This design comes from an exercise in tuning for small area, a short achievable clock period and few clock cycles per item on the open sky130 flow, not from production work.
Function was checked by simulation only, so behaviour that the tests miss may differ from the original.

[flow/design.v]
module belt_h (
    input  wire [7:0] x,
    output reg  [7:0] y
);
    always @(*) begin
        case (x)
            8'h00: y = 8'hB1;
            8'h01: y = 8'h94;
            8'h02: y = 8'hBA;
            8'h03: y = 8'hC8;
            8'h04: y = 8'h0A;
            8'h05: y = 8'h08;
            8'h06: y = 8'hF5;
            8'h07: y = 8'h3B;
            8'h08: y = 8'h36;
            8'h09: y = 8'h6D;
            8'h0A: y = 8'h00;
            8'h0B: y = 8'h8E;
            8'h0C: y = 8'h58;
            8'h0D: y = 8'h4A;
            8'h0E: y = 8'h5D;
            8'h0F: y = 8'hE4;
            8'h10: y = 8'h85;
            8'h11: y = 8'h04;
            8'h12: y = 8'hFA;
            8'h13: y = 8'h9D;
            8'h14: y = 8'h1B;
            8'h15: y = 8'hB6;
            8'h16: y = 8'hC7;
            8'h17: y = 8'hAC;
            8'h18: y = 8'h25;
            8'h19: y = 8'h2E;
            8'h1A: y = 8'h72;
            8'h1B: y = 8'hC2;
            8'h1C: y = 8'h02;
            8'h1D: y = 8'hFD;
            8'h1E: y = 8'hCE;
            8'h1F: y = 8'h0D;
            8'h20: y = 8'h5B;
            8'h21: y = 8'hE3;
            8'h22: y = 8'hD6;
            8'h23: y = 8'h12;
            8'h24: y = 8'h17;
            8'h25: y = 8'hB9;
            8'h26: y = 8'h61;
            8'h27: y = 8'h81;
            8'h28: y = 8'hFE;
            8'h29: y = 8'h67;
            8'h2A: y = 8'h86;
            8'h2B: y = 8'hAD;
            8'h2C: y = 8'h71;
            8'h2D: y = 8'h6B;
            8'h2E: y = 8'h89;
            8'h2F: y = 8'h0B;
            8'h30: y = 8'h5C;
            8'h31: y = 8'hB0;
            8'h32: y = 8'hC0;
            8'h33: y = 8'hFF;
            8'h34: y = 8'h33;
            8'h35: y = 8'hC3;
            8'h36: y = 8'h56;
            8'h37: y = 8'hB8;
            8'h38: y = 8'h35;
            8'h39: y = 8'hC4;
            8'h3A: y = 8'h05;
            8'h3B: y = 8'hAE;
            8'h3C: y = 8'hD8;
            8'h3D: y = 8'hE0;
            8'h3E: y = 8'h7F;
            8'h3F: y = 8'h99;
            8'h40: y = 8'hE1;
            8'h41: y = 8'h2B;
            8'h42: y = 8'hDC;
            8'h43: y = 8'h1A;
            8'h44: y = 8'hE2;
            8'h45: y = 8'h82;
            8'h46: y = 8'h57;
            8'h47: y = 8'hEC;
            8'h48: y = 8'h70;
            8'h49: y = 8'h3F;
            8'h4A: y = 8'hCC;
            8'h4B: y = 8'hF0;
            8'h4C: y = 8'h95;
            8'h4D: y = 8'hEE;
            8'h4E: y = 8'h8D;
            8'h4F: y = 8'hF1;
            8'h50: y = 8'hC1;
            8'h51: y = 8'hAB;
            8'h52: y = 8'h76;
            8'h53: y = 8'h38;
            8'h54: y = 8'h9F;
            8'h55: y = 8'hE6;
            8'h56: y = 8'h78;
            8'h57: y = 8'hCA;
            8'h58: y = 8'hF7;
            8'h59: y = 8'hC6;
            8'h5A: y = 8'hF8;
            8'h5B: y = 8'h60;
            8'h5C: y = 8'hD5;
            8'h5D: y = 8'hBB;
            8'h5E: y = 8'h9C;
            8'h5F: y = 8'h4F;
            8'h60: y = 8'hF3;
            8'h61: y = 8'h3C;
            8'h62: y = 8'h65;
            8'h63: y = 8'h7B;
            8'h64: y = 8'h63;
            8'h65: y = 8'h7C;
            8'h66: y = 8'h30;
            8'h67: y = 8'h6A;
            8'h68: y = 8'hDD;
            8'h69: y = 8'h4E;
            8'h6A: y = 8'hA7;
            8'h6B: y = 8'h79;
            8'h6C: y = 8'h9E;
            8'h6D: y = 8'hB2;
            8'h6E: y = 8'h3D;
            8'h6F: y = 8'h31;
            8'h70: y = 8'h3E;
            8'h71: y = 8'h98;
            8'h72: y = 8'hB5;
            8'h73: y = 8'h6E;
            8'h74: y = 8'h27;
            8'h75: y = 8'hD3;
            8'h76: y = 8'hBC;
            8'h77: y = 8'hCF;
            8'h78: y = 8'h59;
            8'h79: y = 8'h1E;
            8'h7A: y = 8'h18;
            8'h7B: y = 8'h1F;
            8'h7C: y = 8'h4C;
            8'h7D: y = 8'h5A;
            8'h7E: y = 8'hB7;
            8'h7F: y = 8'h93;
            8'h80: y = 8'hE9;
            8'h81: y = 8'hDE;
            8'h82: y = 8'hE7;
            8'h83: y = 8'h2C;
            8'h84: y = 8'h8F;
            8'h85: y = 8'h0C;
            8'h86: y = 8'h0F;
            8'h87: y = 8'hA6;
            8'h88: y = 8'h2D;
            8'h89: y = 8'hDB;
            8'h8A: y = 8'h49;
            8'h8B: y = 8'hF4;
            8'h8C: y = 8'h6F;
            8'h8D: y = 8'h73;
            8'h8E: y = 8'h96;
            8'h8F: y = 8'h47;
            8'h90: y = 8'h06;
            8'h91: y = 8'h07;
            8'h92: y = 8'h53;
            8'h93: y = 8'h16;
            8'h94: y = 8'hED;
            8'h95: y = 8'h24;
            8'h96: y = 8'h7A;
            8'h97: y = 8'h37;
            8'h98: y = 8'h39;
            8'h99: y = 8'hCB;
            8'h9A: y = 8'hA3;
            8'h9B: y = 8'h83;
            8'h9C: y = 8'h03;
            8'h9D: y = 8'hA9;
            8'h9E: y = 8'h8B;
            8'h9F: y = 8'hF6;
            8'hA0: y = 8'h92;
            8'hA1: y = 8'hBD;
            8'hA2: y = 8'h9B;
            8'hA3: y = 8'h1C;
            8'hA4: y = 8'hE5;
            8'hA5: y = 8'hD1;
            8'hA6: y = 8'h41;
            8'hA7: y = 8'h01;
            8'hA8: y = 8'h54;
            8'hA9: y = 8'h45;
            8'hAA: y = 8'hFB;
            8'hAB: y = 8'hC9;
            8'hAC: y = 8'h5E;
            8'hAD: y = 8'h4D;
            8'hAE: y = 8'h0E;
            8'hAF: y = 8'hF2;
            8'hB0: y = 8'h68;
            8'hB1: y = 8'h20;
            8'hB2: y = 8'h80;
            8'hB3: y = 8'hAA;
            8'hB4: y = 8'h22;
            8'hB5: y = 8'h7D;
            8'hB6: y = 8'h64;
            8'hB7: y = 8'h2F;
            8'hB8: y = 8'h26;
            8'hB9: y = 8'h87;
            8'hBA: y = 8'hF9;
            8'hBB: y = 8'h34;
            8'hBC: y = 8'h90;
            8'hBD: y = 8'h40;
            8'hBE: y = 8'h55;
            8'hBF: y = 8'h11;
            8'hC0: y = 8'hBE;
            8'hC1: y = 8'h32;
            8'hC2: y = 8'h97;
            8'hC3: y = 8'h13;
            8'hC4: y = 8'h43;
            8'hC5: y = 8'hFC;
            8'hC6: y = 8'h9A;
            8'hC7: y = 8'h48;
            8'hC8: y = 8'hA0;
            8'hC9: y = 8'h2A;
            8'hCA: y = 8'h88;
            8'hCB: y = 8'h5F;
            8'hCC: y = 8'h19;
            8'hCD: y = 8'h4B;
            8'hCE: y = 8'h09;
            8'hCF: y = 8'hA1;
            8'hD0: y = 8'h7E;
            8'hD1: y = 8'hCD;
            8'hD2: y = 8'hA4;
            8'hD3: y = 8'hD0;
            8'hD4: y = 8'h15;
            8'hD5: y = 8'h44;
            8'hD6: y = 8'hAF;
            8'hD7: y = 8'h8C;
            8'hD8: y = 8'hA5;
            8'hD9: y = 8'h84;
            8'hDA: y = 8'h50;
            8'hDB: y = 8'hBF;
            8'hDC: y = 8'h66;
            8'hDD: y = 8'hD2;
            8'hDE: y = 8'hE8;
            8'hDF: y = 8'h8A;
            8'hE0: y = 8'hA2;
            8'hE1: y = 8'hD7;
            8'hE2: y = 8'h46;
            8'hE3: y = 8'h52;
            8'hE4: y = 8'h42;
            8'hE5: y = 8'hA8;
            8'hE6: y = 8'hDF;
            8'hE7: y = 8'hB3;
            8'hE8: y = 8'h69;
            8'hE9: y = 8'h74;
            8'hEA: y = 8'hC5;
            8'hEB: y = 8'h51;
            8'hEC: y = 8'hEB;
            8'hED: y = 8'h23;
            8'hEE: y = 8'h29;
            8'hEF: y = 8'h21;
            8'hF0: y = 8'hD4;
            8'hF1: y = 8'hEF;
            8'hF2: y = 8'hD9;
            8'hF3: y = 8'hB4;
            8'hF4: y = 8'h3A;
            8'hF5: y = 8'h62;
            8'hF6: y = 8'h28;
            8'hF7: y = 8'h75;
            8'hF8: y = 8'h91;
            8'hF9: y = 8'h14;
            8'hFA: y = 8'h10;
            8'hFB: y = 8'hEA;
            8'hFC: y = 8'h77;
            8'hFD: y = 8'h6C;
            8'hFE: y = 8'hDA;
            8'hFF: y = 8'h1D;
            default: y = 8'h00;
        endcase
    end
endmodule
module belt_g #(
    parameter integer R = 5
) (
    input  wire [31:0] u,
    output wire [31:0] y
);
    wire [31:0] hw;
    belt_h u_h0 (.x(u[ 7: 0]), .y(hw[ 7: 0]));
    belt_h u_h1 (.x(u[15: 8]), .y(hw[15: 8]));
    belt_h u_h2 (.x(u[23:16]), .y(hw[23:16]));
    belt_h u_h3 (.x(u[31:24]), .y(hw[31:24]));
    assign y = {hw[31-R:0], hw[31:32-R]};
endmodule
module belt_core (
    input  wire         clk,
    input  wire         rst,        
    input  wire         in_valid,
    output wire         in_ready,
    input  wire         in_dec,     
    input  wire [255:0] in_key,
    input  wire [127:0] in_blk,
    output wire         out_valid,
    input  wire         out_ready,
    output wire [127:0] out_blk
);
    localparam [1:0] S_IDLE = 2'd0,
                     S_RUN  = 2'd1,
                     S_DONE = 2'd2;
    reg [1:0]   state;
    reg [2:0]   rnd;                
    reg         dec;
    reg [255:0] key;
    reg [31:0]  a, b, c, d;
    wire [2:0]  i = dec ? ~rnd : rnd;
    wire [2:0]  base = i * 3'd7;
    wire [31:0] k [1:7];
    genvar j;
    generate
        for (j = 1; j <= 7; j = j + 1) begin : g_key
            wire [2:0] idx = dec ? base + 3'd7 - j : base + j - 1;
            assign k[j] = key[32*idx +: 32];
        end
    endgenerate
    wire [31:0] g1, g2, g3, g4, g5, g6, g7;
    wire [31:0] b1, c1, a1, e, b2, c2, d1, b3, c3;
    belt_g #(.R( 5)) u_g1 (.u(a + k[1]),      .y(g1));
    assign b1 = b ^ g1;
    belt_g #(.R(21)) u_g2 (.u(d + k[2]),      .y(g2));
    assign c1 = c ^ g2;
    belt_g #(.R(13)) u_g3 (.u(b1 + k[3]),     .y(g3));
    assign a1 = a - g3;
    belt_g #(.R(21)) u_g4 (.u(b1 + c1 + k[4]), .y(g4));
    assign e  = g4 ^ {28'd0, {1'b0, i} + 4'd1};
    assign b2 = b1 + e;
    assign c2 = c1 - e;
    belt_g #(.R(13)) u_g5 (.u(c2 + k[5]),     .y(g5));
    assign d1 = d + g5;
    belt_g #(.R(21)) u_g6 (.u(a1 + k[6]),     .y(g6));
    assign b3 = b2 ^ g6;
    belt_g #(.R( 5)) u_g7 (.u(d1 + k[7]),     .y(g7));
    assign c3 = c2 ^ g7;
    assign in_ready  = (state == S_IDLE);
    assign out_valid = (state == S_DONE);
    assign out_blk   = dec ? {b, d, a, c} : {c, a, d, b};
    always @(posedge clk) begin
        if (rst) begin
            state <= S_IDLE;
            rnd   <= 3'd0;
        end else begin
            case (state)
                S_IDLE:
                    if (in_valid) begin
                        state <= S_RUN;
                        rnd   <= 3'd0;
                    end
                S_RUN: begin
                    rnd <= rnd + 3'd1;
                    if (rnd == 3'd7)
                        state <= S_DONE;
                end
                default:  
                    if (out_ready)
                        state <= S_IDLE;
            endcase
        end
    end
    always @(posedge clk) begin
        if (state == S_IDLE && in_valid) begin
            dec <= in_dec;
            key <= in_key;
            a   <= in_blk[31:0];
            b   <= in_blk[63:32];
            c   <= in_blk[95:64];
            d   <= in_blk[127:96];
        end else if (state == S_RUN) begin
            if (dec) begin
                a <= c3;
                b <= a1;
                c <= d1;
                d <= b3;
            end else begin
                a <= b3;
                b <= d1;
                c <= a1;
                d <= c3;
            end
        end
    end
endmodule
[flow/run.sh]
#!/bin/bash
# synth_recipe.tcl (not shown) runs the flow's synth.tcl, then flattens the netlist and writes it again
# the make line also repeats each setting of config.mk as NAME=value (left out here)
make -C /OpenROAD-flow-scripts/flow DESIGN_CONFIG=/design/flow/config.mk WORK_HOME=/design/flow/orfs CLKGATE_MAP_FILE= SYNTH_SCRIPT=/design/flow/synth_recipe.tcl finish
[flow/config.mk]
export PLATFORM = sky130hd
export DESIGN_NAME = belt_core
export DESIGN_NICKNAME = belt_core
export VERILOG_FILES = /design/flow/design.v
export SDC_FILE = /design/flow/constraint.sdc
export NUM_CORES = 8
export LEC_CHECK = 0
export CAP_MARGIN = 20
export CORE_MARGIN = 2
export CORE_UTILIZATION = 30
export SLEW_MARGIN = 20
[flow/constraint.sdc]
create_clock -name core_clock -period 33.0 [get_ports {clk}]
set_input_delay 6.6000 -clock core_clock [delete_from_list [all_inputs] [get_ports {clk}]]
set_output_delay 6.6000 -clock core_clock [all_outputs]
set_load 0.01 [all_outputs]
==> impl_metrics.toml <==
[clocking]
cts.sinks = 390
root_buffer = "clkbuf_16"
clkSlewWorstSetupHoldPaths_ns = 0.06
cts_buffer_depth = 3
cts_tree = "built"
numCtsBuffers = 52
htreeDepth = 2
insertion_delay_ns = 0.77
ctsHoldBuffers = 0

[critical_path]
cp-start-kind = "flop"
crit_type = "flop to flop"
cpMaxStageDelayCell = "xnor2_1"
cp-end-kind = "flop"
crit_fanout = 58
critPathMaxStageDelay_ns = 1.04
cp_common_cell = "buf_4"
critPathRequiredTime_ns = 33.51
critPathArrivalTime_ns = 32.72

[logic_synthesis]
synth-xor-area-share = 0.0352
yosysWarnings = 2
synth_top_family_by_area = "compound AO/OA/AOI/OAI gates"
ys_ff_latch = 390
synth_area_um2 = 130000
synthesis.instances = 19800
post-synth-top-count-cell = "nand2_1"
ys_types = 107
synthFlopType = "edfxtp_1"
synth_compound_area_frac = 0.401
synth_fa_ha_area_frac = 0.0825
synthesis.nets = 21000
yosysTopAreaCell = "edfxtp_1"
async_reset_ff_frac = 0
synthTopCellsByCount = "nand2_1, o21ai_0, a21oi_1"
synth-edff-count = 385
synth_area_leaders = "edfxtp_1, o21ai_0, a21oi_1, ha_1, nand2_1"
synth.area.mux_share = 0.106
seq_area_frac_synth = 0.0895
synth_top_area_share = 0.0887
syn_area_per_cell_um2 = 6.58
synth_simple_gate_area_frac = 0.214

[sta]
finalSetupTns_ns = 0
skew_ns = 0.0869
min_period_ns = 32.21
hold_violations = 0
slew_viol_final = 0
fmax_ghz = 0.0310
relSlewSlack = 0.0757
timing.final.ws_setup_ns = 0.789
setup_violations = 0
min_period_over_period = 0.976
tightestPinTransition_ns = 1.37

[floorplanning]
die-area_um2 = 440000
die_h_um = 663
start_util = 0.301
io_pins = 519
fp.dieW_um = 663
fp-row-count = 242
core_um2 = 434000

[status]
outcome = "no timing/DRC/antenna violations"

[cells_and_area]
finalInstanceArea_um2 = 154000
nets = 21200
drive_above_1_share = 0.143
area_growth_pct = 17.8
stdcell_count = 25800

[route]
post_drt_wl_per_cell_um = 37.0
drt_wl_total_um = 956000
routed_via_density = 7.00
drt_iter0_markers = 34600
drt_pre_antenna_iters = 13
vias = 181000
postRouteAntennaNets = 0
drcViolationCount = 0

[global_routing]
antenna_found_initial = 100
grt_max_degree = 129
grtUsageTotal = 0.408
grt_pass1_vias = 161000
overflow = 0
grt_pass1_wl_um = 1310000

[worst_hold_path]
hold_class = "flop to flop"

[placement]
place_inst = 25600
io_buffers = 518
place_hpwl_um = 732000
place_congestion = 1.11
dp_slack_ns = -1.18
dpl_cell_area_um2 = 151000

[job]
maxCapViolations = 0
path summary, 6_finish.rpt:
path | start | end | slack [ns] | cells past startpoint
min | state[1]$_SDFFE_PP0P_ | state[1]$_SDFFE_PP0P_ | 0.57 | 2
max | dec$_DFFE_PP_ | a[29]$_DFFE_PP_ | 0.79 | 118
min reg2reg | state[1]$_SDFFE_PP0P_ | state[1]$_SDFFE_PP0P_ | 0.57 | 2
max reg2reg | dec$_DFFE_PP_ | a[29]$_DFFE_PP_ | 0.79 | 118
repair_timing:
item                                    4_1_cts  5_1_grt
endpoints found under the setup margin       16       32
setup buffers                                 7       18
resized for setup                            22      118
gates cloned                                  0        1
pin swaps                                     4       10
endpoints found under the hold margin         0        0
layout make-up:
| class | instances | area [um2] |
|---|---|---|
| Fill cell | 47100 | 280000 |
| Multi-Input combinational cell | 17000 | 113000 |
| Timing Repair Buffer | 2203 | 18800 |
| Sequential cell | 390 | 11700 |
| Tap cell | 5734 | 7170 |
| Inverter | 361 | 1390 |
| Clock buffer | 59 | 1370 |
| Clock inverter | 34 | 363 |
| Antenna cell | 100 | 250 |
state kept, by name, indices dropped and copies added (netlist names):
name and count:
a 32, b 32, c 32, d 32, dec 1, key 256, rnd 3, state 2
through the flow:
step                      utilization  hold slack (ns)
after floorplan                     -            0.504
after global placement          0.347            0.559
after detailed placement        0.348            0.564
after CTS                       0.352            0.575
after global routing            0.354            0.605
final                           0.354            0.574
per-layer routing:
| metal | vias up | GRT usage | wire (um) |
|---|---|---|---|
| li1 | 75700 | - | - |
| met1 | 86500 | 0.517 | 357000 |
| met2 | 15400 | 0.585 | 385000 |
| met3 | 3174 | 0.117 | 122000 |
| met4 | 68 | 0.303 | 91600 |
| met5 | - | 0 | 464 |
worst max-delay path: cells and delay by family (launching register included):
family	cells	cell delay (ns)
AOI/OAI and AO/OA	53	13.56
xor gates and xnor gates	8	3.18
buffers and inverters	25	5.67
adders and majority gates	9	4.04
muxes	2	0.71
and+or+nand+nor	21	4.05
DFF	1	0.56
cells in the final DEF (no fill, tap or decap), types with 67 or more instances in the layout:
master,synthesis,routed
xor2_1,175,88
nor3_1,661,655
edfxtp_1,385,385
a2111oi_0,76,70
a31oi_1,416,411
a211oi_1,516,513
and2_1,85,84
nor2b_1,74,72
o311ai_0,351,344
ha_1,782,769
mux4_2,267,267
o211ai_1,581,581
mux2_2,339,339
clkdlybuf4s50_1,0,518
xnor2_2,5,131
buf_12,0,72
nand3_1,571,571
buf_4,9,1599
inv_1,327,310
nand2b_1,148,148
o21ai_0,2128,2108
a221oi_1,240,239
mux2i_1,402,381
diode_2,0,100
and3_1,69,69
nor3b_1,68,68
o221ai_1,207,207
a21o_1,126,126
a22oi_1,67,67
o2111ai_1,97,96
o22ai_1,245,245
or3_1,75,74
o31ai_1,116,116
nor2_1,2065,2037
nand2_1,2372,2369
a311oi_1,323,321
xnor2_1,331,185
a21oi_1,2092,2087
cells by family (layout without fill, tap and decap cells):
kind of cell | count (synthesis) | in the layout
AND/OR/NAND/NOR | 6432 | 6433
XOR/XNOR | 515 | 515
buffers and inverters | 2469 | 2657
AO/OA/AOI/OAI | 8162 | 8162
multiplexers | 1009 | 1009
flip-flops | 390 | 390
other | 0 | 100
adder cells (fa/ha/maj) | 831 | 831
Testbench counts, summed over its fixed seeds: cycles 5,120, items 512.

==> separate check: timing with driven ports <==
The flow's constraints put no driver on any port. The routed layout listed below was extracted and timed again, unchanged, in two steps. Step 1 assumes that a clkbuf_16 drives the clock port and a buf_2 every other input. Step 2 adds t to the input delays and takes it off the output delays; t is the mean of the earliest and latest rising clock arrival at the registers after step 1. Input paths then give back, and output paths get back, about the clock's delay inside the block. a / b / c = ideal / step 1 / step 2; a / b = the first two.
t (ns): 0.802
setup slack, ns: 0.789 / 0.789 / 0.789
latest minus earliest clock arrival (ns): 0.087 / 0.087
After both steps this run still meets setup and hold. The setup slack of this run moves by 0.000 ns with the drivers and by 0.000 ns with both steps.
